From an optimization exercise on the open Yosys and OpenROAD flow, aimed at small area, a short achievable clock period and few clock cycles; shortcuts taken in it are not production practice. Function was checked by simulation only, so behaviour that the tests miss may differ from the original. Power figures rest on the tool's default switching activity, not on a simulated workload.

==> flow/design.v (outline; a module is shown in full before it is edited, if it fits) <==
// module auklet_core: 802 lines
// module auklet_bmul: 2159 lines
module auklet_core (
    input  wire        clk,
    input  wire        rst,         
    input  wire        bus_req,
    input  wire        bus_we,
    input  wire [11:0] bus_addr,
    input  wire [2:0]  bus_size,
    input  wire [31:0] bus_wdata,
    output reg         bus_ack,
    output reg  [31:0] bus_rdata,
    output wire [31:0] act0,
    output wire [31:0] act1,
    output wire [31:0] act2,
    output wire [31:0] act3,
    output wire        irq
);
  // ...
==> flow/flow/run.sh <==
#!/bin/bash
set -euo pipefail
bash standard.sh SETUP_SLACK_MARGIN=13 finish > layout.log 2>&1
==> flow/standard.sh <==
#!/bin/bash
# synth_recipe.tcl (not shown) runs the flow's synth.tcl, then flattens the netlist and writes it again
# the make line also repeats each setting of config.mk as NAME=value (left out here)
make -C /OpenROAD-flow-scripts/flow DESIGN_CONFIG=/design/flow/config.mk WORK_HOME=/design/flow/orfs CLKGATE_MAP_FILE= SYNTH_SCRIPT=/design/flow/synth_recipe.tcl "${@:-finish}"
==> flow/config.mk <==
export PLATFORM = sky130hd
export DESIGN_NAME = auklet_core
export DESIGN_NICKNAME = auklet_core
export VERILOG_FILES = /design/flow/design.v
export SDC_FILE = /design/flow/constraint.sdc
export NUM_CORES = 8
export LEC_CHECK = 0
export CAP_MARGIN = 20
export CORE_MARGIN = 2
export CORE_UTILIZATION = 40
export PLACE_DENSITY = 0.6
export SLEW_MARGIN = 20
==> flow/constraint.sdc <==
create_clock -name core_clock -period 20.0 [get_ports {clk}]
set_input_delay 4.0000 -clock core_clock [delete_from_list [all_inputs] [get_ports {clk}]]
set_output_delay 4.0000 -clock core_clock [all_outputs]
set_load 0.01 [all_outputs]
==> run notes, run 1 <==
reg2reg path depth - 14
post-CTS sizing - 416
pin count of the biggest net entering global routing - 88
top power group - registers
met1 WL - 388,800 microns
hold_buf cts - 0
Hold Crit Class - reg -> reg
met2 wire length - 427,100 microns
initial DRC count - 34,550
Mapped Nets - 21,960
number of CTS-inserted buffers - 384
Finished Cell Area - 0.2471 sq mm
WP data required - 20.86 ns
initial antenna violation count - 143
register area - 0.09406 sq mm
Worst-path clk slew - 0.07 ns
I/O pins - 213
TNS Setup - 0 ns
worst hold start - tA[10]
most used cell, CP - fa_1
clk buf depth - 4
routed len/inst - 38.68 microns
CTS tree - done
Final ANT Viol Nets - 0
CORE AREA - 0.5412 sq mm
FFs & Latches - 3,421
distinct cell type count after synthesis - 117
H-Tree Depth - 5
P_sw - 4.837 mW
Max Fclk - 140.4 MHz
RSZ-0062 raised after global routing - yes
Residual DRC - 0
Non-clock buffer share - 0.04084
Buffers on Ports - 212
Seq/total area - 0.3807
status - finished clean
# setup viols final - 0
Rel. slew slack - 0.09147
crit path kind - reg -> reg
grt met2 use - 0.5160
Max FO, Critical Path - 40
P_int - 12.72 mW
skew final - 0.1541 ns
Testbench counts, summed over its fixed seeds: cycles 38,823.
==> inputs of run 2 (changes only) <==
--- a/flow/design.v
+++ b/flow/design.v
@@ -34,17 +34,17 @@
     localparam [3:0] OP_NONE = 4'd0, OP_DT = 4'd1, OP_P = 4'd2, OP_QD = 4'd3,
                      OP_MIX  = 4'd4, OP_XR = 4'd5, OP_I = 4'd6, OP_Q  = 4'd7,
                      OP_QLO  = 4'd8, OP_QHI = 4'd9;
     localparam [2:0] E_IDLE = 3'd0, E_FAST = 3'd1, E_SDIF = 3'd2,
                      E_SDIV = 3'd3, E_SDIVW = 3'd4, E_SNEG = 3'd5,
                      E_SOPS = 3'd6, E_SMIX = 3'd7;
     localparam [1:0] K_TICK = 2'd0, K_UPD = 2'd1, K_MIX = 2'd2;
     localparam [4:0] F_TICK_END = 5'd25, F_UPD_END = 5'd9, F_MIX_END = 5'd9;
-    localparam [4:0] S_OPS_END = 5'd20, S_MIX_END = 5'd16;
+    localparam [4:0] S_OPS_END = 5'd21, S_MIX_END = 5'd17;
     integer k;
     reg  [3:0]  ctrl;
     reg  [5:0]  status;
     reg  [8:0]  irqen;
     reg  [31:0] dt;
     reg         en;
     reg  [31:0] errinfo;
     reg  [2:0]  errcode;
@@ -62,139 +62,146 @@
     reg  [31:0] mtx   [0:15];
     reg  [31:0] act   [0:3];
     reg  [31:0] mixin [0:3];
     reg  [15:0] mfit;            
     reg  [3:0]  kdfit;           
     reg  [3:0]  ilfit;           
     wire lock = ctrl[0];
     wire dupd = ctrl[1];
-    assign act0 = act[0];
-    assign act1 = act[1];
-    assign act2 = act[2];
-    assign act3 = act[3];
-    assign irq  = |({3'b000, status} & irqen);
+    reg         late;
+    wire        late_ovf;
+    wire [31:0] act_eff [0:3];
+    wire [5:0]  status_eff = status | {3'b000, late_ovf, 2'b00};
+    wire [2:0]  errcode_eff  = late_ovf ? C_OVF : errcode;
+    wire        errvalid_eff = late_ovf | errvalid;
+    assign act0 = act_eff[0];
+    assign act1 = act_eff[1];
+    assign act2 = act_eff[2];
+    assign act3 = act_eff[3];
+    assign irq  = |({3'b000, status_eff} & irqen);
+    wire       size_ok = (bus_size == 3'd4) && (bus_addr[1:0] == 2'b00);
+    wire [9:0] wa      = bus_addr[11:2];
+    wire [3:0] wo      = wa[3:0];
+    wire r_ctl   = (wa[9:4] == 6'h00);         
+    wire r_bank  = (wa[9:6] == 4'h1);          
+    wire r_m     = (wa[9:4] == 6'h08);         
+    wire r_act   = (wa[9:2] == 8'h24);         
+    wire r_mixin = (wa[9:2] == 8'h25);         
+    wire ctl_map  = r_ctl  && (wo <= 4'd8);
+    wire bank_map = r_bank && (wo <= 4'd10) && (wo != 4'd5);
+    wire mapped   = size_ok && (ctl_map || bank_map || r_m || r_act || r_mixin);
+    wire is_ro    = (r_ctl && (wo == 4'd0 || wo == 4'd7 || wo == 4'd8)) ||
+                    (r_bank && (wo == 4'd8 || wo == 4'd9 || wo == 4'd10)) || r_act;
+    wire is_rwl   = (r_ctl && (wo == 4'd1 || wo == 4'd5)) || (r_bank && (wo <= 4'd4)) || r_m;
     reg [2:0] atype;
     reg [4:0] rkind;
     reg [3:0] ridx;
     always @(*) begin
-        atype = A_NONE;
+        atype = !mapped ? A_NONE : is_ro ? A_RO : is_rwl ? A_RWL :
+                (r_ctl && wo == 4'd2) ? A_W1C : (r_ctl && wo == 4'd4) ? A_WO : A_RW;
         rkind = R_NONE;
-        ridx  = 4'd0;
-        if (bus_addr[11:8] == 4'h0) begin
-            case (bus_addr[7:0])
-                8'h00: begin atype = A_RO;  rkind = R_ID;     end
-                8'h04: begin atype = A_RWL; rkind = R_CTRL;   end
-                8'h08: begin atype = A_W1C; rkind = R_STAT;   end
-                8'h0C: begin atype = A_RW;  rkind = R_IRQEN;  end
-                8'h10: begin atype = A_WO;  rkind = R_CMD;    end
-                8'h14: begin atype = A_RWL; rkind = R_DT;     end
-                8'h18: begin atype = A_RW;  rkind = R_INP;    end
-                8'h1C: begin atype = A_RO;  rkind = R_EINFO;  end
-                8'h20: begin atype = A_RO;  rkind = R_ECAUSE; end
+        ridx  = r_bank ? {2'b00, wa[5:4]} : wa[3:0];
+        if (r_ctl) begin
+            case (wo)
+                4'd0: rkind = R_ID;     4'd1: rkind = R_CTRL;  4'd2: rkind = R_STAT;
+                4'd3: rkind = R_IRQEN;  4'd4: rkind = R_CMD;   4'd5: rkind = R_DT;
+                4'd6: rkind = R_INP;    4'd7: rkind = R_EINFO; 4'd8: rkind = R_ECAUSE;
                 default: ;
             endcase
-        end else if (bus_addr[11:8] == 4'h1) begin
-            ridx = {2'b00, bus_addr[7:6]};
-            case (bus_addr[5:0])
-                6'h00: begin atype = A_RWL; rkind = R_KP;    end
-                6'h04: begin atype = A_RWL; rkind = R_KI;    end
-                6'h08: begin atype = A_RWL; rkind = R_KD;    end
-                6'h0C: begin atype = A_RWL; rkind = R_ILIM;  end
-                6'h10: begin atype = A_RWL; rkind = R_DEFSP; end
-                6'h18: begin atype = A_RW;  rkind = R_SP;    end
-                6'h1C: begin atype = A_RW;  rkind = R_MEAS;  end
-                6'h20: begin atype = A_RO;  rkind = R_ITERM; end
-                6'h24: begin atype = A_RO;  rkind = R_LERR;  end
-                6'h28: begin atype = A_RO;  rkind = R_POUT;  end
+        end else if (r_bank) begin
+            case (wo)
+                4'd0: rkind = R_KP;     4'd1: rkind = R_KI;    4'd2: rkind = R_KD;
+                4'd3: rkind = R_ILIM;   4'd4: rkind = R_DEFSP; 4'd6: rkind = R_SP;
+                4'd7: rkind = R_MEAS;   4'd8: rkind = R_ITERM; 4'd9: rkind = R_LERR;
+                4'd10: rkind = R_POUT;
                 default: ;
             endcase
-        end else if (bus_addr[11:8] == 4'h2) begin
-            ridx = bus_addr[5:2];
-            if (bus_addr[7:6] == 2'b00) begin
-                atype = A_RWL; rkind = R_M;
-            end else if (bus_addr[7:4] == 4'h4) begin
-                atype = A_RO;  rkind = R_ACT;
-            end else if (bus_addr[7:4] == 4'h5) begin
-                atype = A_RW;  rkind = R_MIXIN;
-            end
-        end
-        if (bus_size != 3'd4 || bus_addr[1:0] != 2'b00)
-            atype = A_NONE;
+        end else if (r_m) rkind = R_M;
+        else if (r_act)   rkind = R_ACT;
+        else if (r_mixin) rkind = R_MIXIN;
     end
     wire [1:0] rax = ridx[1:0];
     reg         rd_pend;
-    reg  [4:0]  rd_kind;
-    reg  [3:0]  rd_idx;
+    reg  [9:0]  rd_a;              
     wire [31:0] kp_rd, ki_rd, kd_rd, it_rd, il_rd, po_rd, mi_rd, mA_rd, mB_rd;
-    reg        rd_fast;           
-    reg [31:0] rd_val;            
+    wire       rd_fast = !mapped || r_act || (r_ctl && wo != 4'd5 && wo != 4'd7);
+    reg [31:0] ctl_v;
     always @(*) begin
-        rd_fast = 1'b1;
-        case (rkind)
-            R_ID:     rd_val = ID_VALUE;
-            R_CTRL:   rd_val = {28'd0, ctrl};
-            R_STAT:   rd_val = {26'd0, status};
-            R_IRQEN:  rd_val = {23'd0, irqen};
-            R_INP:    rd_val = {31'd0, en};
-            R_ECAUSE: rd_val = {errvalid, 28'd0, errcode};
-            R_ACT:    rd_val = act[rax];
-            R_CMD:    rd_val = 32'd0;
-            default:  begin rd_val = 32'd0; rd_fast = 1'b0; end
+        case (wo)
+            4'd0:    ctl_v = ID_VALUE;
+            4'd1:    ctl_v = {28'd0, ctrl};
+            4'd2:    ctl_v = {26'd0, status_eff};
+            4'd3:    ctl_v = {23'd0, irqen};
+            4'd6:    ctl_v = {31'd0, en};
+            4'd8:    ctl_v = {errvalid_eff, 28'd0, errcode_eff};
+            default: ctl_v = 32'd0;
         endcase
-        if (atype == A_NONE) begin
-            rd_val  = 32'd0;
-            rd_fast = 1'b1;
-        end
+    end
+    wire [31:0] rd_val = !size_ok ? 32'd0 : r_act ? act_eff[wa[1:0]] : r_ctl ? ctl_v : 32'd0;
+    wire [3:0] rd_idx = rd_a[3:0];
+    reg  [4:0] rd_kind;
+    always @(*) begin
+        rd_kind = R_NONE;
+        if (rd_a[9:4] == 6'h00) rd_kind = (rd_a[3:0] == 4'd5) ? R_DT : R_EINFO;
+        else if (rd_a[9:6] == 4'h1) begin
+            case (rd_a[3:0])
+                4'd0: rd_kind = R_KP;     4'd1: rd_kind = R_KI;    4'd2: rd_kind = R_KD;
+                4'd3: rd_kind = R_ILIM;   4'd4: rd_kind = R_DEFSP; 4'd6: rd_kind = R_SP;
+                4'd7: rd_kind = R_MEAS;   4'd8: rd_kind = R_ITERM; 4'd9: rd_kind = R_LERR;
+                default: rd_kind = R_POUT;
+            endcase
+        end else if (rd_a[9:4] == 6'h08) rd_kind = R_M;
+        else rd_kind = R_MIXIN;
     end
     reg [31:0] rd_slow;           
     always @(*) begin
         case (rd_kind)
             R_DT:     rd_slow = dt;
             R_EINFO:  rd_slow = errinfo;
             R_KP:     rd_slow = kp_rd;
             R_KI:     rd_slow = ki_rd;
             R_KD:     rd_slow = kd_rd;
             R_ILIM:   rd_slow = il_rd;
-            R_DEFSP:  rd_slow = defsp[rd_idx[1:0]];
-            R_SP:     rd_slow = sp[rd_idx[1:0]];
-            R_MEAS:   rd_slow = meas[rd_idx[1:0]];
+            R_DEFSP:  rd_slow = defsp[rd_a[5:4]];
+            R_SP:     rd_slow = sp[rd_a[5:4]];
+            R_MEAS:   rd_slow = meas[rd_a[5:4]];
             R_ITERM:  rd_slow = it_rd;
-            R_LERR:   rd_slow = lasterr[rd_idx[1:0]];
+            R_LERR:   rd_slow = lasterr[rd_a[5:4]];
             R_POUT:   rd_slow = po_rd;
-            R_M:      rd_slow = rd_idx[3] ? mB_rd : mA_rd;
+            R_M:      rd_slow = rd_a[3] ? mB_rd : mA_rd;
             R_MIXIN:  rd_slow = mi_rd;
             default:  rd_slow = 32'd0;
         endcase
     end
     wire [31:0] w      = bus_wdata;
     wire [7:0]  w_op   = w[7:0];
     wire        w_hi0  = (w[31:11] == 21'd0);
     wire        c_nop    = (w == 32'h0000_0000);
     wire        c_upd    = (w_op == 8'h01) && w_hi0 && !w[10];
     wire        c_rst    = (w_op == 8'h02) && w_hi0 && !w[10];
     wire        c_rstall = (w == 32'h0000_0003);
     wire        c_mix    = (w_op == 8'h04) && w_hi0 && (w[9:8] == 2'b00);
     wire        c_tick   = (w == 32'h0000_0005);
     wire        c_legal  = c_nop | c_upd | c_rst | c_rstall | c_mix | c_tick;
     wire [1:0]  w_axis   = w[9:8];
-    wire dt_bad      = $signed(dt) <= 0;
+    reg  dt_bad;                 
     wire lim_bad_a   = ilim[w_axis][31];
     wire lim_bad_all = ilim[0][31] | ilim[1][31] | ilim[2][31] | ilim[3][31];
     wire chk_bad     = dt_bad || (c_upd ? lim_bad_a : lim_bad_all);
     reg  [2:0]  est;             
     reg  [1:0]  ekind;           
     reg  [4:0]  fs;              
     reg  [1:0]  cax;             
     reg         mix_src;         
     reg         ovf_acc;
     reg         smi;             
     wire eng_idle = (est == E_IDLE);
     wire bus_idle = eng_idle && !rd_pend;
-    wire acc_cmd  = bus_idle && bus_req && bus_we && (atype == A_WO);
+    wire acc_cmd  = bus_idle && bus_req && bus_we && size_ok && r_ctl && (wo == 4'd4);
     wire start_eng = acc_cmd && c_legal &&
                      ((c_mix) || ((c_tick && en) || c_upd) && !chk_bad);
     wire [1:0] start_kind = c_tick ? K_TICK : c_upd ? K_UPD : K_MIX;
     reg  [31:0] err_r  [0:3];    
     reg  [3:0]  eovf_r;          
     reg  [3:0]  efit_r;          
     reg  [3:0]  sgn_r;           
     reg  [19:0] xmag_r [0:3];    
@@ -212,22 +219,24 @@
     wire [31:0] eu_sp    = sp[eupd_ax];
     wire [32:0] eu_s33   = {eu_defsp[31], eu_defsp} + {eu_sp[31], eu_sp};
     wire        eu_so    = eu_s33[32] != eu_s33[31];
     wire [31:0] eu_s32   = eu_so ? (eu_s33[32] ? 32'h8000_0000 : 32'h7FFF_FFFF) : eu_s33[31:0];
     wire [31:0] eu_meas  = meas[eupd2_ax];
     wire [32:0] eu_e33   = {eu_s_r[31], eu_s_r} - {eu_meas[31], eu_meas};
     wire        eu_eo    = eu_e33[32] != eu_e33[31];
     wire [31:0] eu_e32   = eu_eo ? (eu_e33[32] ? 32'h8000_0000 : 32'h7FFF_FFFF) : eu_e33[31:0];
-    wire [1:0]  du_ax    = dupd_p ? dupd_ax : cax;
+    reg         dupd2;
+    reg  [1:0]  dupd2_ax;
+    reg  [32:0] du_d_r;
+    wire [1:0]  du_ax    = dupd_ax;
     wire [31:0] du_le    = lasterr[du_ax];
     wire [31:0] du_er    = err_r[du_ax];
     wire [32:0] du_d33   = {du_le[31], du_le} - {du_er[31], du_er};
-    wire [32:0] du_n33   = {du_er[31], du_er} - {du_le[31], du_le};
-    wire [32:0] du_m33   = du_d33[32] ? du_n33 : du_d33;
+    wire [32:0] du_m33   = du_d_r[32] ? -du_d_r : du_d_r;
     wire [19:0] du_mag   = du_m33[19:0];
     wire        du_fit   = (du_m33[32:20] == 13'h0000);
     wire [3:0]  axok     = efit_r & kdfit & ilfit;
     reg  [31:0] drem;
     reg  [48:0] dq;
     reg  [5:0]  dcnt;
     reg         dbusy;
     reg         dmode_r;       
@@ -274,18 +283,18 @@
         reg   [4:0] m;
         begin
             dA_n = {DW{1'b0}};
             dB_n = {DW{1'b0}};
             if (st == E_FAST) begin
                 if (kind == K_TICK) begin
                     case (n)
                         5'd0:  dA_n = dsc(1, OP_DT, 2'd0, 0, 0, 0);
-                        5'd2:  dA_n = dsc(1, OP_P,  2'd0, 0, 0, 0);
-                        5'd3:  begin dA_n = dsc(1, OP_DT, 2'd1, 0, 0, 0); dB_n = dsc(1, OP_XR, 2'd0, 0, 0, 0); end
+                        5'd2:  begin dA_n = dsc(1, OP_P,  2'd0, 0, 0, 0); dB_n = dsc(1, OP_XR, 2'd0, 0, 0, 0); end
+                        5'd3:  dA_n = dsc(1, OP_DT, 2'd1, 0, 0, 0);
                         5'd4:  begin dA_n = dsc(1, OP_DT, 2'd2, 0, 0, 0); dB_n = dsc(1, OP_I,  2'd0, 0, 0, 0); end
                         5'd5:  begin dA_n = dsc(1, OP_P,  2'd1, 0, 0, 0); dB_n = dsc(1, OP_XR, 2'd1, 0, 0, 0); end
                         5'd6:  begin dA_n = dsc(1, OP_QD, 2'd0, 0, 0, 0); dB_n = dsc(1, OP_Q,  2'd0, 0, 0, 0); end
                         5'd7:  begin dA_n = dsc(1, OP_DT, 2'd3, 0, 0, 0); dB_n = dsc(1, OP_I,  2'd1, 0, 0, 0); end
                         5'd8:  begin dA_n = dsc(1, OP_P,  2'd2, 0, 0, 0); dB_n = dsc(1, OP_XR, 2'd2, 0, 0, 0); end
                         5'd9:  begin dA_n = dsc(1, OP_QD, 2'd1, 0, 0, 0); dB_n = dsc(1, OP_Q,  2'd1, 0, 0, 0); end
                         5'd10: dB_n = dsc(1, OP_I,  2'd2, 0, 0, 0);
                         5'd11: begin dA_n = dsc(1, OP_P,  2'd3, 0, 0, 0); dB_n = dsc(1, OP_XR, 2'd3, 0, 0, 0); end
@@ -331,17 +340,20 @@
                 if (!n[0] && n <= 5'd14) begin
                     dA_n = dsc(1, OP_MIX, 2'd0, mrow, n[3:2], n[1] ? 2'd2 : 2'd1);
                     dB_n = dsc(1, OP_MIX, 2'd0, mrow, n[3:2], n[1] ? 2'd2 : 2'd1);
                 end
             end
         end
     endtask
     reg  [DW-1:0] dA, dB;          
+    reg  [DW-1:0] uA, uB;          
     reg  [DW-1:0] tA, tB;          
+    reg  [32:0] aA_r, aB_r;        
+    reg  [20:0] bA_r, bB_r;
     reg  [DW-1:0] rA, rB;          
     reg  [66:0] sA_r, cA_r, sB_r, cB_r;
     reg  [66:0] resA, resB;        
     reg  [19:0] r1loA, r1loB;      
     reg  [32:0] sq_r [0:1];        
     wire        iA_v    = dA[13];
     wire [3:0]  iA_op   = dA[12:9];
     wire [1:0]  iA_ax   = dA[8:7];
@@ -351,16 +363,23 @@
     wire [1:0]  iA_pass = dA[1:0];
     wire        iB_v    = dB[13];
     wire [3:0]  iB_op   = dB[12:9];
     wire [1:0]  iB_ax   = dB[8:7];
     wire        iB_row  = dB[6];
     wire [1:0]  iB_col  = dB[5:4];
     wire        iB_first= dB[3];
     wire [1:0]  iB_pass = dB[1:0];
+    wire [3:0]  uA_op   = uA[12:9];
+    wire [1:0]  uA_ax   = uA[8:7];
+    wire        uA_first= uA[3];
+    wire [1:0]  uA_pass = uA[1:0];
+    wire [3:0]  uB_op   = uB[12:9];
+    wire        uB_first= uB[3];
+    wire [1:0]  uB_pass = uB[1:0];
     wire        rA_v    = rA[13];
     wire [3:0]  rA_op   = rA[12:9];
     wire [1:0]  rA_ax   = rA[8:7];
     wire        rA_row  = rA[6];
     wire        rA_last = rA[2];
     wire [1:0]  rA_pass = rA[1:0];
     wire        rB_v    = rB[13];
     wire [3:0]  rB_op   = rB[12:9];
@@ -374,26 +393,26 @@
     assign ki_rd = ki[selB_ax];
     assign kd_rd = kd[selB_ax];
     assign it_rd = iterm[selB_ax];
     assign il_rd = ilim[selC_ax];
     assign po_rd = pidout[selA_col];
     assign mi_rd = mixin[selA_col];
     assign mA_rd = mtx[{1'b0, selA_m}];
     assign mB_rd = mtx[{1'b1, selB_m}];
-    wire [66:0] prodA = (rA_pass == 2'd2) ? {resA[46:0], r1loA} : resA;
-    wire [66:0] prodB = (rB_pass == 2'd2) ? {resB[46:0], r1loB} : resB;
+    wire [66:0] prodA = resA;      
+    wire [66:0] prodB = resB;
     wire ok0 = (ekind == K_TICK) ? (dtok && (&mfit) && (&axok)) :
                (ekind == K_UPD)  ? (dtok && axok[cax]) : (&mfit);
     wire ok1 = (ekind == K_TICK) ? (&xfit_r) :
                (ekind == K_UPD)  ? xfit_r[cax] : 1'b1;
     wire haz0   = eupd2 && (ekind != K_MIX) && (eupd2_ax == cax);
     wire abort0 = (est == E_FAST) && (fs == 5'd0) && (haz0 || ((ekind == K_MIX) && !ok0));
     wire abort1 = (est == E_FAST) && (fs == 5'd1) && (ekind != K_MIX) && !ok0;
-    wire abort2 = (est == E_FAST) && (fs == 5'd2) && !ok1;
+    wire abort2 = (est == E_FAST) && (fs == 5'd3) && !ok1;
     wire abortf = abort0 | abort1 | abort2;
     function [20:0] bsel;    
         input [31:0] v;
         input [1:0]  pass;
         begin
             case (pass)
                 2'd1:    bsel = {1'b0, v[19:0]};
                 2'd2:    bsel = {{9{v[31]}}, v[31:20]};
@@ -403,103 +422,122 @@
     endfunction
     wire [31:0] vA = mix_src ? mi_rd : po_rd;
     wire [31:0] vB = mix_src ? mixin[iB_col] : pidout[iB_col];
     wire [3:0]  mA_idx = {1'b0, iA_row, iA_col};
     wire [3:0]  mB_idx = {1'b1, iB_row, iB_col};
     wire [32:0] q_hi = dq[48:16];
     wire [32:0] q_lo = {17'd0, dq[15:0]};
     reg  [37:0] qd_r [0:1];
-    wire [37:0] qd_add  = qd_r[iA_ax[0]];
+    wire [37:0] qd_add  = qd_r[uA_ax[0]];
+    wire [31:0] it_byp = (cl_v && cl_ax == iB_ax) ? it_r : it_rd;
     reg [32:0] aA, aB;
     reg [20:0] bA, bB;
-    reg [66:0] addA, addB;
     always @(*) begin
-        aA = 33'd0; bA = 21'd0; addA = 67'd0;
+        aA = 33'd0; bA = 21'd0;
         case (iA_op)
             OP_DT: begin aA = {dt[31], dt};               bA = bsel(err_r[iA_ax], iA_pass); end
             OP_P:  begin aA = {kp_rd[31], kp_rd}; bA = bsel(err_r[iA_ax], iA_pass); end
-            OP_QD: begin aA = sq_r[iA_ax[0]];             bA = dt[20:0];
-                         addA = {{29{qd_add[37]}}, qd_add}; end
-            OP_MIX: begin aA = {vA[31], vA};              bA = bsel(mA_rd, iA_pass);
-                          if (!iA_first) addA = prodA; end
+            OP_QD: begin aA = sq_r[iA_ax[0]];             bA = dt[20:0]; end
+            OP_MIX: begin aA = {vA[31], vA};              bA = bsel(mA_rd, iA_pass); end
             default: ;
         endcase
-        if (iA_pass == 2'd2) addA = {{20{resA[66]}}, resA[66:20]};
-        aB = 33'd0; bB = 21'd0; addB = 67'd0;
+        aB = 33'd0; bB = 21'd0;
         case (iB_op)
-            OP_XR: begin aB = {1'b0, recip}; bB = {1'b0, xmag_r[iB_ax]}; end
-            OP_I:  begin aB = {ki_rd[31], ki_rd}; bB = bsel(it_rd, iB_pass);
-                         addB = {prodA[66:16], 16'd0}; end
-            OP_Q:  begin aB = sq_r[iB_ax[0]]; bB = kd_rd[20:0];
-                         addB = {prodB[66:16], 16'd0}; end
-            OP_QLO: begin aB = q_lo; bB = bsel(kd_rd, iB_pass);
-                          addB = {prodB[66:16], 16'd0}; end
-            OP_QHI: begin aB = q_hi; bB = bsel(kd_rd, iB_pass);
-                          addB = {{16{prodB[66]}}, prodB[66:16]}; end
-            OP_MIX: begin aB = {vB[31], vB}; bB = bsel(mB_rd, iB_pass);
-                          if (!iB_first) addB = prodB; end
+            OP_XR:  begin aB = {1'b0, recip}; bB = {1'b0, xmag_r[iB_ax]}; end
+            OP_I:   begin aB = {ki_rd[31], ki_rd}; bB = bsel(it_byp, iB_pass); end
+            OP_Q:   begin aB = sq_r[iB_ax[0]]; bB = kd_rd[20:0]; end
+            OP_QLO: begin aB = q_lo; bB = bsel(kd_rd, iB_pass); end
+            OP_QHI: begin aB = q_hi; bB = bsel(kd_rd, iB_pass); end
+            OP_MIX: begin aB = {vB[31], vB}; bB = bsel(mB_rd, iB_pass); end
             default: ;
         endcase
-        if (iB_pass == 2'd2) addB = {{20{resB[66]}}, resB[66:20]};
+    end
+    reg [66:0] addA, addB;
+    always @(*) begin
+        addA = 67'd0;
+        case (uA_op)
+            OP_QD:  addA = {{29{qd_add[37]}}, qd_add};
+            OP_MIX: if (!uA_first) addA = prodA;
+            default: ;
+        endcase
+        if (uA_pass == 2'd2) addA = {{20{resA[66]}}, resA[66:20]};
+        addB = 67'd0;
+        case (uB_op)
+            OP_I:   addB = {prodA[66:16], 16'd0};
+            OP_Q:   addB = {prodB[66:16], 16'd0};
+            OP_QLO: addB = {prodB[66:16], 16'd0};
+            OP_QHI: addB = {{16{prodB[66]}}, prodB[66:16]};
+            OP_MIX: if (!uB_first) addB = prodB;
+            default: ;
+        endcase
+        if (uB_pass == 2'd2) addB = {{20{resB[66]}}, resB[66:20]};
     end
     wire [66:0] sA, cA, sB, cB;
-    auklet_bmul umA (.a(aA), .b(bA), .d(addA), .s(sA), .c(cA));
-    auklet_bmul umB (.a(aB), .b(bB), .d(addB), .s(sB), .c(cB));
-    reg  [48:0] isum_r;
+    auklet_bmul umA (.a(aA_r), .b(bA_r), .d(addA), .s(sA), .c(cA));
+    auklet_bmul umB (.a(aB_r), .b(bB_r), .d(addB), .s(sB), .c(cB));
+    reg  [31:0] it_r;
     reg  [1:0]  cl_ax;
     reg         cl_v;
-    wire [31:0] it_old  = iterm[rA_ax];
-    wire [48:0] isum    = {{17{it_old[31]}}, it_old} + prodA[64:16];
-    reg  [31:0] ilim_c;
-    wire [48:0] ilim49  = {17'd0, ilim_c};
-    wire [48:0] nilim49 = -ilim49;
-    wire [31:0] it_next = ($signed(isum_r) > $signed(ilim49))  ? ilim_c :
-                          ($signed(isum_r) < $signed(nilim49)) ? nilim49[31:0] :
-                          isum_r[31:0];
+    reg  [31:0] it_old;              
+    reg  [31:0] il_c;
+    wire [49:0] it50    = {{18{it_old[31]}}, it_old};
+    wire [49:0] dte50   = {prodA[64], prodA[64:16]};
+    wire [49:0] il50    = {18'd0, il_c};
+    wire [49:0] isum    = it50 + dte50;
+    wire [49:0] ihi     = it50 + dte50 + ~il50;       
+    wire [49:0] ilo     = it50 + dte50 + il50;        
+    wire [31:0] it_next = !ihi[49] ? il_c : ilo[49] ? (~il_c + 32'd1) : isum[31:0];
     wire [31:0] xr_hi  = resB[51:20];
     wire [31:0] q_est  = xr_hi >> s_r;
-    wire [32:0] sq_nxt = sgn_r[rB_ax] ? -{1'b0, q_est} : {1'b0, q_est};
-    wire [37:0] qd_nxt0 = {7'd0, dt[30:0]} - {2'b00, xmag_r[rB_ax], 16'd0} - 38'd1;
-    wire [37:0] qd_nxt  = qd_nxt0 ^ {38{sgn_r[rB_ax]}};
-    reg  [66:0] ofin_r;
+    reg  [19:0] xmq_r;               
+    reg         xsg_r;
+    wire [32:0] sq_nxt = xsg_r ? -{1'b0, q_est} : {1'b0, q_est};
+    wire [37:0] qd_nxt0 = {7'd0, dt[30:0]} - {2'b00, xmq_r, 16'd0} - 38'd1;
+    wire [37:0] qd_nxt  = qd_nxt0 ^ {38{xsg_r}};
     reg  [1:0]  of_ax;
-    reg         of_v, of_fast;
-    wire        osgn    = sgn_r[rB_ax];
+    reg         of_v;
+    reg         osgn;                
+    reg  [31:0] kdx_r;
     wire        corr    = resA[66] ^ osgn;
-    wire [31:0] kdc     = kd[rB_ax];
-    wire [66:0] ofin_c  = resB + ({{35{kdc[31]}}, kdc} ^ {67{osgn}}) + {66'd0, osgn};
+    wire [66:0] ofin_c  = resB + {{35{kdx_r[31]}}, kdx_r} + {66'd0, osgn};
     wire [66:0] ofin    = (rB_op == OP_Q) ? (corr ? ofin_c : resB) : prodB;
-    wire [50:0] of51    = of_fast ? ofin_r[66:16] : ofin_r[50:0];
-    wire        of_hi   = of_fast ? 1'b0 : !((&ofin_r[66:50]) | ~(|ofin_r[66:50]));
-    wire        of_ovf  = of_hi | !((&of51[50:31]) | ~(|of51[50:31]));
-    wire        of_neg  = ofin_r[66];
-    wire [31:0] of_out  = of_ovf ? (of_neg ? 32'h8000_0000 : 32'h7FFF_FFFF) : of51[31:0];
-    wire [50:0] mA51   = prodA[66:16];
-    wire        mA_ovf = !((&mA51[50:31]) | ~(|mA51[50:31]));
-    wire [31:0] mA_out = mA_ovf ? (mA51[50] ? 32'h8000_0000 : 32'h7FFF_FFFF) : mA51[31:0];
-    wire [50:0] mB51   = prodB[66:16];
-    wire        mB_ovf = !((&mB51[50:31]) | ~(|mB51[50:31]));
-    wire [31:0] mB_out = mB_ovf ? (mB51[50] ? 32'h8000_0000 : 32'h7FFF_FFFF) : mB51[31:0];
+    wire        ofast_n = (rB_op == OP_Q);
+    wire [50:0] of51    = ofast_n ? ofin[66:16] : ofin[50:0];
+    wire        of_hi   = ofast_n ? 1'b0 : !((&ofin[66:50]) | ~(|ofin[66:50]));
+    wire        of_ovf_n = of_hi | !((&of51[50:31]) | ~(|of51[50:31]));
+    wire [31:0] of_out_n = of_ovf_n ? (ofin[66] ? 32'h8000_0000 : 32'h7FFF_FFFF) : of51[31:0];
+    reg  [31:0] of_out;
+    reg         of_ovf;
+    wire [66:0] sumA   = sA_r + cA_r;
+    wire [66:0] sumB   = sB_r + cB_r;
+    wire [66:0] cmbA   = (tA[1:0] == 2'd2) ? {sumA[46:0], r1loA} : sumA;
+    wire [66:0] cmbB   = (tB[1:0] == 2'd2) ? {sumB[46:0], r1loB} : sumB;
+    wire        sA_ovf = !((&cmbA[66:47]) | ~(|cmbA[66:47]));
+    wire        sB_ovf = !((&cmbB[66:47]) | ~(|cmbB[66:47]));
+    reg  [31:0] mA_out, mB_out;
+    reg         mA_ovf, mB_ovf;
     wire rA_fin = rA_v && (rA_pass != 2'd1);
     wire rB_fin = rB_v && (rB_pass != 2'd1);
     wire c_isum   = rA_fin && rA_op == OP_DT;
     wire c_xr     = rB_fin && rB_op == OP_XR;
     wire c_ofin   = rB_fin && (rB_op == OP_Q || rB_op == OP_QHI);
     wire c_mixA   = rA_fin && rA_op == OP_MIX && rA_last;
     wire c_mixB   = rB_fin && rB_op == OP_MIX && rB_last;
     wire ovf_now  = (of_v & of_ovf) | (c_mixA & mA_ovf) | (c_mixB & mB_ovf);
     reg [2:0] est_n;
     reg [1:0] ekind_n, cax_n;
     reg [4:0] fs_n;
     reg       smi_n;
     reg       done_n;              
+    reg       fdone_n;             
     always @(*) begin
         est_n = est; ekind_n = ekind; cax_n = cax; fs_n = fs; smi_n = smi;
         done_n = 1'b0;
+        fdone_n = 1'b0;
         case (est)
             E_IDLE: begin
                 if (start_eng) begin
                     est_n   = E_FAST;
                     ekind_n = start_kind;
                     cax_n   = c_upd ? w_axis : 2'd0;
                     fs_n    = 5'd0;
                     smi_n   = 1'b0;
@@ -508,33 +546,36 @@
             E_FAST: begin
                 fs_n = fs + 5'd1;
                 if (abortf) begin
                     est_n = (ekind == K_MIX) ? E_SMIX : E_SDIF;
                     fs_n  = 5'd0;
                 end else if (((ekind == K_TICK) && fs == F_TICK_END) ||
                              ((ekind == K_UPD)  && fs == F_UPD_END) ||
                              ((ekind == K_MIX)  && fs == F_MIX_END)) begin
-                    est_n  = E_IDLE;
-                    done_n = 1'b1;
+                    est_n   = E_IDLE;
+                    done_n  = 1'b1;
+                    fdone_n = 1'b1;
                 end
             end
             E_SDIF: begin
                 if (fs == 5'd0) begin
-                    if (!dupd_p && !dbusy && !rpend) fs_n = 5'd1;
+                    if (!dupd_p && !dupd2 && !dbusy && !rpend) fs_n = 5'd1;
+                end else if (fs == 5'd1) begin
+                    fs_n = 5'd2;
                 end else begin
                     fs_n  = 5'd0;
                     est_n = E_SDIVW;
                 end
             end
-            E_SDIV: begin
-                est_n = E_SDIVW;
-            end
             E_SDIVW: begin
-                if (!dbusy) est_n = E_SNEG;
+                if (!dbusy) est_n = E_SDIV;
+            end
+            E_SDIV: begin
+                est_n = E_SNEG;
             end
             E_SNEG: begin
                 est_n = E_SOPS;
                 fs_n  = 5'd0;
             end
             E_SOPS: begin
                 fs_n = fs + 5'd1;
                 if (fs == S_OPS_END) begin
@@ -561,68 +602,91 @@
             end
             default: est_n = E_IDLE;
         endcase
         sched(est_n, ekind_n, fs_n, cax_n, smi_n);
     end
     wire eovf_any  = (ekind == K_TICK) ? (|eovf_r) :
                      (ekind == K_UPD) ? eovf_r[cax] : 1'b0;
     wire ovf_fin   = ovf_acc | ovf_now | eovf_any;
+    assign late_ovf = late & ovf_fin;
+    genvar gi;
+    generate
+        for (gi = 0; gi < 4; gi = gi + 1) begin : g_act
+            assign act_eff[gi] = (c_mixA && gi == {1'b0, rA_row}) ? mA_out :
+                                 (c_mixB && gi == {1'b1, rB_row}) ? mB_out : act[gi];
+        end
+    endgenerate
     wire [31:0] cmd_word = (ekind == K_TICK) ? 32'h0000_0005 :
                            (ekind == K_UPD)  ? {22'd0, cax, 8'h01} :
                                                {21'd0, mix_src, 10'h004};
-    wire        wr_ok = bus_idle && bus_req && bus_we && (atype != A_NONE) &&
-                        (atype != A_RO) && !(atype == A_RWL && lock);
+    wire        wr_base = bus_idle && bus_req && bus_we && size_ok;
+    wire        wr_ok   = wr_base && mapped && !is_ro && !(is_rwl && lock);
     wire [31:0] wz    = w & {32{~rst}};
     wire        wz_fit21 = (wz[31:20] == 12'h000) || (wz[31:20] == 12'hFFF);
     always @(posedge clk) begin
-        if (rst || (wr_ok && rkind == R_DT))    dt    <= wz;
-        if (rst || (wr_ok && rkind == R_IRQEN)) irqen <= wz[8:0];
-        if (rst || (wr_ok && rkind == R_INP))   en    <= wz[0];
+        if (rst || (wr_base && r_ctl && wo == 4'd5 && !lock)) begin dt <= wz; dt_bad <= $signed(wz) <= 0; end
+        if (rst || (wr_base && r_ctl && wo == 4'd3)) irqen <= wz[8:0];
+        if (rst || (wr_base && r_ctl && wo == 4'd6)) en    <= wz[0];
         for (k = 0; k < 4; k = k + 1) begin
-            if (rst || (wr_ok && rax == k && rkind == R_KP))    kp[k]    <= wz;
-            if (rst || (wr_ok && rax == k && rkind == R_KI))    ki[k]    <= wz;
-            if (rst || (wr_ok && rax == k && rkind == R_KD))    begin kd[k] <= wz; kdfit[k] <= wz_fit21; end
-            if (rst || (wr_ok && rax == k && rkind == R_ILIM))  begin ilim[k] <= wz; ilfit[k] <= (wz[31:20] == 12'h000); end
-            if (rst || (wr_ok && rax == k && rkind == R_DEFSP)) defsp[k] <= wz;
-            if (rst || (wr_ok && rax == k && rkind == R_SP))    sp[k]    <= wz;
-            if (rst || (wr_ok && rax == k && rkind == R_MEAS))  meas[k]  <= wz;
-            if (rst || (wr_ok && rax == k && rkind == R_MIXIN)) mixin[k] <= wz;
+            if (rst || (wr_base && r_bank && wa[5:4] == k && wo == 4'd0 && !lock)) kp[k] <= wz;
+            if (rst || (wr_base && r_bank && wa[5:4] == k && wo == 4'd1 && !lock)) ki[k] <= wz;
+            if (rst || (wr_base && r_bank && wa[5:4] == k && wo == 4'd2 && !lock)) begin kd[k] <= wz; kdfit[k] <= wz_fit21; end
+            if (rst || (wr_base && r_bank && wa[5:4] == k && wo == 4'd3 && !lock)) begin ilim[k] <= wz; ilfit[k] <= (wz[31:20] == 12'h000); end
+            if (rst || (wr_base && r_bank && wa[5:4] == k && wo == 4'd4 && !lock)) defsp[k] <= wz;
+            if (rst || (wr_base && r_bank && wa[5:4] == k && wo == 4'd6)) sp[k]    <= wz;
+            if (rst || (wr_base && r_bank && wa[5:4] == k && wo == 4'd7)) meas[k]  <= wz;
+            if (rst || (wr_base && r_mixin && wa[1:0] == k))              mixin[k] <= wz;
         end
         for (k = 0; k < 16; k = k + 1)
-            if (rst || (wr_ok && ridx == k && rkind == R_M)) begin mtx[k] <= wz; mfit[k] <= wz_fit21; end
+            if (rst || (wr_base && r_m && wo == k && !lock)) begin mtx[k] <= wz; mfit[k] <= wz_fit21; end
     end
     always @(posedge clk) begin
         bus_rdata <= rd_pend ? rd_slow : rd_val;
-        if (est_n == E_IDLE) begin
-            selA_ax <= ridx[1:0]; selB_ax <= ridx[1:0]; selA_col <= ridx[1:0];
-            selA_m  <= ridx[2:0]; selB_m  <= ridx[2:0];
+        if (est == E_IDLE) begin
+            selA_ax <= wa[5:4]; selB_ax <= wa[5:4];
+            selA_col <= wa[6] ? wa[5:4] : wa[1:0];      
+            selA_m  <= r_m ? wa[2:0] : 3'd0;           
+            selB_m  <= r_m ? wa[2:0] : 3'd0;
         end else begin
             selA_ax <= dA_n[8:7]; selB_ax <= dB_n[8:7]; selA_col <= dA_n[5:4];
             selA_m  <= dA_n[6:4]; selB_m  <= dB_n[6:4];
         end
-        selC_ax <= (est_n == E_IDLE) ? ridx[1:0] : tA[8:7];
-        rd_kind   <= rkind;
-        rd_idx    <= ridx;
+        selC_ax <= (est == E_IDLE) ? wa[5:4] : uA[8:7];
+        rd_a      <= wa;
         s_r       <= dt_len - 5'd5;
+        aA_r <= aA; bA_r <= bA; aB_r <= aB; bB_r <= bB;
         sA_r <= sA; cA_r <= cA; sB_r <= sB; cB_r <= cB;
-        resA <= sA_r + cA_r;
-        resB <= sB_r + cB_r;
+        resA <= cmbA;
+        resB <= cmbB;
+        mA_ovf <= sA_ovf;
+        mB_ovf <= sB_ovf;
+        mA_out <= sA_ovf ? (cmbA[66] ? 32'h8000_0000 : 32'h7FFF_FFFF) : cmbA[47:16];
+        mB_out <= sB_ovf ? (cmbB[66] ? 32'h8000_0000 : 32'h7FFF_FFFF) : cmbB[47:16];
         if (rA_v && rA_pass == 2'd1) r1loA <= resA[19:0];
         if (rB_v && rB_pass == 2'd1) r1loB <= resB[19:0];
+        if (iB_op == OP_XR) begin
+            xmq_r <= xmag_r[iB_ax];
+            xsg_r <= sgn_r[iB_ax];
+        end
+        if (iB_op == OP_Q) begin
+            kdx_r <= kd_rd ^ {32{sgn_r[iB_ax]}};
+            osgn  <= sgn_r[iB_ax];
+        end
         if (c_xr) begin
             sq_r[rB_ax[0]] <= sq_nxt;
             qd_r[rB_ax[0]] <= qd_nxt;
         end
-        isum_r <= isum;
+        it_r   <= it_next;
+        it_old <= iterm[tA[8:7]];
+        il_c   <= il_rd;
         cl_ax  <= rA_ax;
-        ilim_c <= il_rd;
-        ofin_r <= ofin;
+        of_out <= of_out_n;
+        of_ovf <= of_ovf_n;
         of_ax  <= rB_ax;
-        of_fast <= (rB_op == OP_Q);
     end
     always @(posedge clk) begin
         if (rst) begin
             ctrl      <= 4'b0100;
             status    <= 6'd0;
             errinfo   <= 32'd0;
             errcode   <= 3'd0;
             errvalid  <= 1'b0;
@@ -633,36 +697,40 @@
             end
             eovf_r <= 4'h0;
             efit_r <= 4'hF;
             sgn_r  <= 4'h0;
             xfit_r <= 4'hF;
             eupd   <= 1'b0;
             eupd2  <= 1'b0;
             dupd_p <= 1'b0;
+            dupd2  <= 1'b0;
             bus_ack <= 1'b0;
             rd_pend <= 1'b0;
+            late    <= 1'b0;
             est     <= E_IDLE;
             dA <= {DW{1'b0}}; dB <= {DW{1'b0}};
+            uA <= {DW{1'b0}}; uB <= {DW{1'b0}};
             tA <= {DW{1'b0}}; tB <= {DW{1'b0}};
             rA <= {DW{1'b0}}; rB <= {DW{1'b0}};
             cl_v <= 1'b0; of_v <= 1'b0;
             dbusy <= 1'b0; rpend <= 1'b0; rvalid <= 1'b0;
         end else begin
             bus_ack <= 1'b0;
             rd_pend <= 1'b0;
             if (rd_pend) bus_ack <= 1'b1;
             est <= est_n; ekind <= ekind_n; cax <= cax_n; fs <= fs_n; smi <= smi_n;
             dA <= dA_n; dB <= dB_n;
-            tA <= dA; tB <= dB;
+            uA <= dA; uB <= dB;
+            tA <= uA; tB <= uB;
+            rA <= tA; rB <= tB;
             if (abortf) begin
+                uA[DW-1] <= 1'b0; uB[DW-1] <= 1'b0;
                 tA[DW-1] <= 1'b0; tB[DW-1] <= 1'b0;
-                rA <= {DW{1'b0}}; rB <= {DW{1'b0}};
-            end else begin
-                rA <= tA; rB <= tB;
+                rA[DW-1] <= 1'b0; rB[DW-1] <= 1'b0;
             end
             cl_v <= c_isum && !abortf;
             of_v <= c_ofin;
             eupd   <= 1'b0;
             eupd2  <= eupd;
             dupd_p <= 1'b0;
             if (eupd) begin
                 eupd2_ax <= eupd_ax;
@@ -671,30 +739,36 @@
             end
             if (eupd2) begin
                 err_r[eupd2_ax]  <= eu_e32;
                 eovf_r[eupd2_ax] <= eu_so_r | eu_eo;
                 efit_r[eupd2_ax] <= (eu_e32[31:20] == 12'h000) || (eu_e32[31:20] == 12'hFFF);
                 dupd_p  <= 1'b1;
                 dupd_ax <= eupd2_ax;
             end
+            dupd2 <= dupd_p;
             if (dupd_p) begin
-                sgn_r[dupd_ax]  <= du_d33[32];
-                xmag_r[dupd_ax] <= du_mag;
-                xfit_r[dupd_ax] <= du_fit;
+                du_d_r   <= du_d33;
+                dupd2_ax <= dupd_ax;
             end
-            if (est == E_SDIF && fs == 5'd0 && !dupd_p && !dbusy && !rpend) begin
+            if (dupd2) begin
+                sgn_r[dupd2_ax]  <= du_d_r[32];
+                xmag_r[dupd2_ax] <= du_mag;
+                xfit_r[dupd2_ax] <= du_fit;
+            end
+            if (est == E_SDIF && fs == 5'd0 && !dupd_p && !dupd2 && !dbusy && !rpend) begin
                 dupd_p  <= 1'b1;
                 dupd_ax <= cax;
             end
-            if (cl_v) iterm[cl_ax] <= it_next;
+            if (cl_v && !abortf) iterm[cl_ax] <= it_r;
             if (of_v) begin
                 pidout[of_ax] <= of_out;
                 if (dupd) begin
-                    lasterr[of_ax] <= err_r[of_ax];
+                    for (k = 0; k < 4; k = k + 1)
+                        if (of_ax == k) lasterr[k] <= err_r[k];
                     dupd_p  <= 1'b1;
                     dupd_ax <= of_ax;
                 end
             end
             if (c_mixA) act[{1'b0, rA_row}] <= mA_out;
             if (c_mixB) act[{1'b1, rB_row}] <= mB_out;
             if (est != E_IDLE) ovf_acc <= ovf_acc | ovf_now;
             if (dbusy) begin
@@ -712,25 +786,32 @@
                 rpend <= 1'b0;
                 if (!dt_bad) begin
                     drem    <= dt_smear;
                     dq      <= 49'd0;
                     dcnt    <= 6'd32;
                     dmode_r <= 1'b1;
                     dbusy   <= 1'b1;
                 end
-            end else if (est == E_SDIF && fs == 5'd1) begin
+            end else if (est == E_SDIF && fs == 5'd2) begin
                 drem    <= 32'd0;
                 dq      <= {1'b0, du_m33[31:0], 16'd0};
                 dcnt    <= 6'd48;
                 dmode_r <= 1'b0;
                 dbusy   <= 1'b1;
-                dsgn_r  <= du_d33[32];
+                dsgn_r  <= du_d_r[32];
+            end
+            if (est == E_SDIV && dsgn_r) dq <= ~dq;
+            if (est == E_SNEG && dsgn_r) dq <= dq + 49'd1;
+            late <= fdone_n;
+            if (late_ovf) begin
+                status[C_OVF] <= 1'b1;
+                errinfo <= cmd_word;
+                errcode <= C_OVF;  errvalid <= 1'b1;
             end
-            if (est == E_SNEG && dsgn_r) dq <= -dq;
             if (bus_idle && bus_req) begin
                 if (atype == A_NONE) begin
                     status[C_BUS] <= 1'b1;
                     errinfo <= {20'd0, bus_addr};
                     errcode <= C_BUS;  errvalid <= 1'b1;
                     bus_ack <= 1'b1;
                 end else if (!bus_we) begin
                     if (rd_fast) bus_ack <= 1'b1;
@@ -744,17 +825,17 @@
                     status[C_LOCK] <= 1'b1;
                     errinfo <= {20'd0, bus_addr};
                     errcode <= C_LOCK; errvalid <= 1'b1;
                     bus_ack <= 1'b1;
                 end else if (rkind != R_CMD) begin
                     bus_ack <= 1'b1;
                     case (rkind)
                         R_CTRL:  ctrl  <= w[3:0];
-                        R_STAT:  status <= status & ~w[5:0];
+                        R_STAT:  status <= status_eff & ~w[5:0];
                         R_DT:    begin rpend <= 1'b1; rvalid <= 1'b0; dbusy <= 1'b0; end
                         R_DEFSP: begin eupd <= 1'b1; eupd_ax <= rax; end
                         R_SP:    begin eupd <= 1'b1; eupd_ax <= rax; end
                         R_MEAS:  begin eupd <= 1'b1; eupd_ax <= rax; end
                         default: ;
                     endcase
                 end else begin
                     ovf_acc <= 1'b0;
@@ -786,17 +867,17 @@
                         errinfo  <= w;
                         errvalid <= 1'b1;
                         bus_ack  <= 1'b1;
                     end
                 end
             end
             if (done_n) begin
                 bus_ack <= 1'b1;
-                if (ovf_fin) begin
+                if (ovf_fin && !fdone_n) begin
                     status[C_OVF] <= 1'b1;
                     errinfo <= cmd_word;
                     errcode <= C_OVF;  errvalid <= 1'b1;
                 end
             end
         end
     end
 endmodule
==> flow/config.mk (replaced) <==
export PLATFORM = sky130hd
export DESIGN_NAME = auklet_core
export DESIGN_NICKNAME = auklet_core
export VERILOG_FILES = /design/flow/design.v
export SDC_FILE = /design/flow/constraint.sdc
export NUM_CORES = 8
export LEC_CHECK = 0
export ABC_AREA = 1
export CAP_MARGIN = 20
export CORE_MARGIN = 2
export CORE_UTILIZATION = 40
export PLACE_DENSITY = 0.6
export SLEW_MARGIN = 20
==> run notes, run 2 <==
Synth Flop Type - edfxtp_1 (unchanged)
total congestion overflow - 0 (unchanged)
commonest non-fill, non-tap cell in the layout - nand2_1 (was edfxtp_1)
Die X-Extent - 736.7 microns (was 741.5 microns)
vias - 196,700 (was 190,900)
num rows - 269 (was 270)
most used cell, CP - inv_2 (was fa_1)
register share of total power - 0.477 (was 0.466)
initial antenna violation count - 200 (was 143)
initial DRC count - 29,250 (was 34,550)
Finished Cell Area - 0.2456 sq mm (was 0.2471 sq mm)
Mapped Nets - 25,650 (was 21,960)
Post-DP Area - 0.2278 sq mm (was 0.2293 sq mm)
Worst-path clk slew - 0.07 ns (about the same)
routed len/inst - 35.32 microns (was 38.68 microns)
worst skew pair latency - 1.12 ns (was 1.13 ns)
most frequent cells in the layout - 4,228 x nand2_1, 2,723 x inv_1, 2,510 x edfxtp_1 (was 2,548 x edfxtp_1, 1,603 x a21oi_1, 1,391 x nor2_1)
I/O pins - 213 (unchanged)
critical-path cell list - inv_2 > o21ai_0 > o22ai_1 > nor2_1 > o311ai_4 > nand2_2 > buf_12 > clkinv_16 > nor2_4 > inv_2 > nand2_1 > nand4_1 > buf_2 (was clkbuf_8 > buf_8 > mux4_2 > mux2i_2 > o22a_2 > buf_4 > a221oi_1 > o21ai_1 > fa_1 > fa_1 > fa_1 > fa_1 > inv_1 > fa_1)
fin nets - 25,810 (was 21,660)
Worst Setup Start Kind - flop (unchanged)
Gate power share - 0.097 (was 0.116)
critical path depth in cells - 13 (was 14)
Root Buffer Master - clkbuf_16 (unchanged)
Buffers on Ports - 212 (unchanged)
post-synthesis sequential element count - 3,699 (was 3,421)
Hold Crit Class - reg -> reg (unchanged)
Worst Tran Pin Value - 1.426 ns (was 1.363 ns)
Largest Register - mtx (unchanged)
Max stage delay on crit path - 0.48 ns (was 0.67 ns)
Yosys warning total - 11 (was 10)
TNS Setup - 0 ns (unchanged)
All-Layer GR Usage - 0.4034 (was 0.3779)
Rel. slew slack - 0.04907 (was 0.09147)
Core Util, Final - 0.4584 (was 0.4566)
Power Total - 18.19 mW (was 17.56 mW)
status - finished clean (unchanged)
Post-synth EDFFs - 2,510 (was 2,548)
Net Sw Frac - 0.2707 (was 0.2755)
pin count of the biggest net entering global routing - 97 (was 88)
Crit path buffers/inverters - 5 (was 4)
max_cap viols - 0 (unchanged)
DIE HEIGHT - 736.7 microns (was 741.5 microns)
maximum VDD drop - 0.00009598 V (was 0.00008356 V)
data arrival time of the worst path - 3.26 ns (was 7.98 ns)
Largest register FFs - 512 (unchanged)
reg2reg path depth - 17 (was 14)
number of CTS-inserted buffers - 409 (was 384)
P_int - 13.27 mW (was 12.72 mW)
Leakage - 95.98 nW (was 88.56 nW)
pwr dens - 74.08 mW/mm^2 (was 71.06 mW/mm^2)
crit path kind - reg -> out (was reg -> reg)
CORE AREA - 0.5358 sq mm (was 0.5412 sq mm)
Initial Util - 0.4008 (was 0.4021)
Post-Synthesis Cells - 24,330 (was 20,610)
fraction of layout cells with a size suffix above 1 - 0.09000 (was 0.1489)
largest area contributor in the netlist - edfxtp_1 (unchanged)
Seq/Total Area, Yosys - 0.4618 (was 0.4320)
vias in the first global route - 180,600 (was 172,300)
P_sw - 4.925 mW (was 4.837 mW)
Largest delay share family, worst path - buffers and inverters (was adder cells)
Max Fclk - 137.8 MHz (was 140.4 MHz)
final worst path period need - 7.257 ns (was 7.121 ns)
Synth top cells by count - 4,306 x nand2_1, 2,759 x inv_1, 2,510 x edfxtp_1, 2,169 x nor2_1, 2,002 x o21ai_0 (was 2,548 x edfxtp_1, 1,627 x a21oi_1, 1,463 x nor2_1, 1,451 x clkbuf_1, 1,407 x nand2_1)
r2r setup slk - 13.18 ns (was 12.88 ns)
Hold Path Depth - 2 (was 1)
clk buf depth - 4 (unchanged)
top cell type's share of synthesized area - 0.3510 (was 0.3516)
Clock Power Share - 0.426 (was 0.418)
Max FO, Critical Path - 6 (was 40)
Area growth syn-to-layout - 14.36% (was 13.57%)
cell with the most instances after synthesis - nand2_1 (was edfxtp_1)
Final ANT Viol Nets - 0 (unchanged)
async set-reset flop share out of synthesis - 0 (unchanged)
Vias/cell - 6.118 (was 6.805)
slowest CP cell - edfxtp_1 (was mux2i_2)
H-Tree Depth - 5 (unchanged)
total routed wirelength - 1,136,000 microns (was 1,085,000 microns)
fin worst setup slack - 12.74 ns (was 12.88 ns)
WP data required - 16.00 ns (was 20.86 ns)
first-pass GRT wire length - 1,520,000 microns (was 1,450,000 microns)
routability cong. - 1.122 (was 1.093)
Crit. End Element - primary output (was flop)
# setup viols final - 0 (unchanged)
die area - 0.5427 sq mm (was 0.5499 sq mm)
clock sinks - 3,699 (was 3,421)
RSZ-0062 raised after global routing - yes (unchanged)
distinct cell type count after synthesis - 74 (was 117)
Final Cycle Share - 0.3628 (was 0.3561)
Residual DRC - 0 (unchanged)
post-synthesis cell area - 0.2147 sq mm (was 0.2176 sq mm)
Post-Syn Area per Cell - 8.827 sq um (was 10.56 sq um)
CTS tree - done (unchanged)
Slew Limit Fails - 0 (unchanged)
Final Hold Viols - 0 (unchanged)
drt first pass iters - 7 (was 15)
skew final - 0.1466 ns (was 0.1541 ns)
DP HPWL - 853,200 microns (was 783,300 microns)
pre-CTS setup slack - 9.170 ns (was 9.910 ns)
synth top area cells - edfxtp_1 35%, dfxtp_1 11%, nand2_1 7.5%, fa_1 6.2%, inv_1 4.8% (was edfxtp_1 35%, dfxtp_1 8.0%, mux4_2 7.2%, fa_1 6.1%, a21oi_1 3.7%)
==> run 2: changes by cell type after synthesis, moves of 426 or more <==
cell     previous run  this run
o22ai_1           590      1116
o21ai_0          1371      2002
nand3_1           337       894
nand2_1          1407      4306
mux4_2            695         0
mux2i_1           463        37
xor2_1            178       966
nor2_1           1463      2169
inv_1            1065      2759
==> run 2: kinds of logic after synthesis <==
| group | after synthesis | share of synthesized area |
|---|---|---|
| buf+inv | 4150 | 0.07342 |
| mux | 37 | 0.001725 |
| xor+xnor | 1144 | 0.04666 |
| compound gates | 5935 | 0.1646 |
| fa+ha+maj | 1272 | 0.09732 |
| flops | 3699 | 0.4618 |
| simple gates | 8091 | 0.1544 |
==> run 2: worst register-to-register path, stage by stage, from the launching register on <==
cell,delay [ns]
dfxtp_1,0.30
nor2_1,0.55
inv_1,0.14
nor3_1,0.40
inv_1,0.14
or2_2,0.29
nand2_1,0.15
inv_1,0.09
nand3_1,0.25
nor2_1,0.12
buf_4,0.21
inv_1,0.62
buf_4,0.38
o21ai_0,0.32
a221oi_1,1.03
nand4_1,0.95
nand2_1,0.57
o21ai_0,0.14
==> run 2: area by class of cell <==
cell class,instances,area (sq um)
antenna,136,340.3
clock buffer,540,11340
clock inverter,219,2273
fill,52050,290200
inverter,2835,10750
multi-input combinational,16480,103500
sequential,3699,99190
tap,7181,8985
timing repair buffer,1054,9163
timing repair inverter,1,8.758
==> run 2: path summary, 6_finish.rpt <==
path / endpoint / from
worst max register to register: bus_rdata[29] / rd_a[9]
worst min register to register: tB[7] / uB[7]
worst min-delay path: tB[7] / uB[7]
worst max-delay path: irq / cax[1]
==> run 2: timing repair <==
action,in CTS,in global routing
resized for setup,691,281
endpoints found under the setup margin,969,623
pin swaps,54,39
hold buffers,0,0
setup buffers,89,55
gates cloned,21,16
==> run 2: layer usage <==
layer / up-vias / wire (microns) / GRT usage / share of wire
li1: 84130 / - / - / -
met1: 96610 / 435800 / 0.5244 / 0.38
met2: 13390 / 467100 / 0.5786 / 0.41
met3: 2456 / 135900 / 0.1149 / 0.12
met4: 84 / 96180 / 0.2806 / 0.085
met5: - / 622 / 0 / 0.00055
==> run 2: metrics by stage <==
step	std cells	hold slack [ns]
after global placement	31050	0.3110
after floorplan	24330	0.3096
after CTS	31940	0.3112
final	32150	0.3241
after detailed placement	31070	0.3153
after global routing	32050	0.3189
==> run 2: power by group through the flow <==
stage / registers (mW) / clock network, mW / logic [mW]
after floorplan: 8.77 / 0 / 0.733
after global placement: 8.82 / 0 / 1.64
after detailed placement: 8.83 / 0 / 1.65
after CTS: 8.67 / 7.79 / 1.67
after global routing: 8.70 / 8.06 / 1.78
final: 8.68 / 7.75 / 1.77
Testbench counts of run 2, summed over its fixed seeds: cycles 38,823.

==> separate check: timing with driven ports <==
In the flow no input, the clock included, has a driving cell. The finished layouts below were timed again as built, in two steps. Step 1 (the two cells are an assumption about what drives the block):
set clk [get_ports {clk}]
set_driving_cell -lib_cell sky130_fd_sc_hd__clkbuf_16 $clk
set_driving_cell -lib_cell sky130_fd_sc_hd__buf_2 [delete_from_list [all_inputs] $clk]
Step 2 times the ports against the registers' clock, not the clock port: input delays grow and output delays shrink by t, the midpoint of the rising clock arrivals with the driver on. Slacks: ideal / step 1 / step 2; pairs: ideal / step 1.
| run | t (ns) | slack for setup (ns) | worst setup path at the end | worst slew at a driven data input, ns |
|---|---|---|---|---|
| run 1 | 1.191 | 12.879 / 12.879 / 11.926 | input to register | 0.14 |
| run 2 | 1.184 | 12.743 / 12.602 / 11.835 | input to register | 0.31 |
After both steps every run listed still meets setup and hold. The setup slack of run 1, which loses most, moves by 0.000 ns with the drivers and by -0.953 ns with both steps.
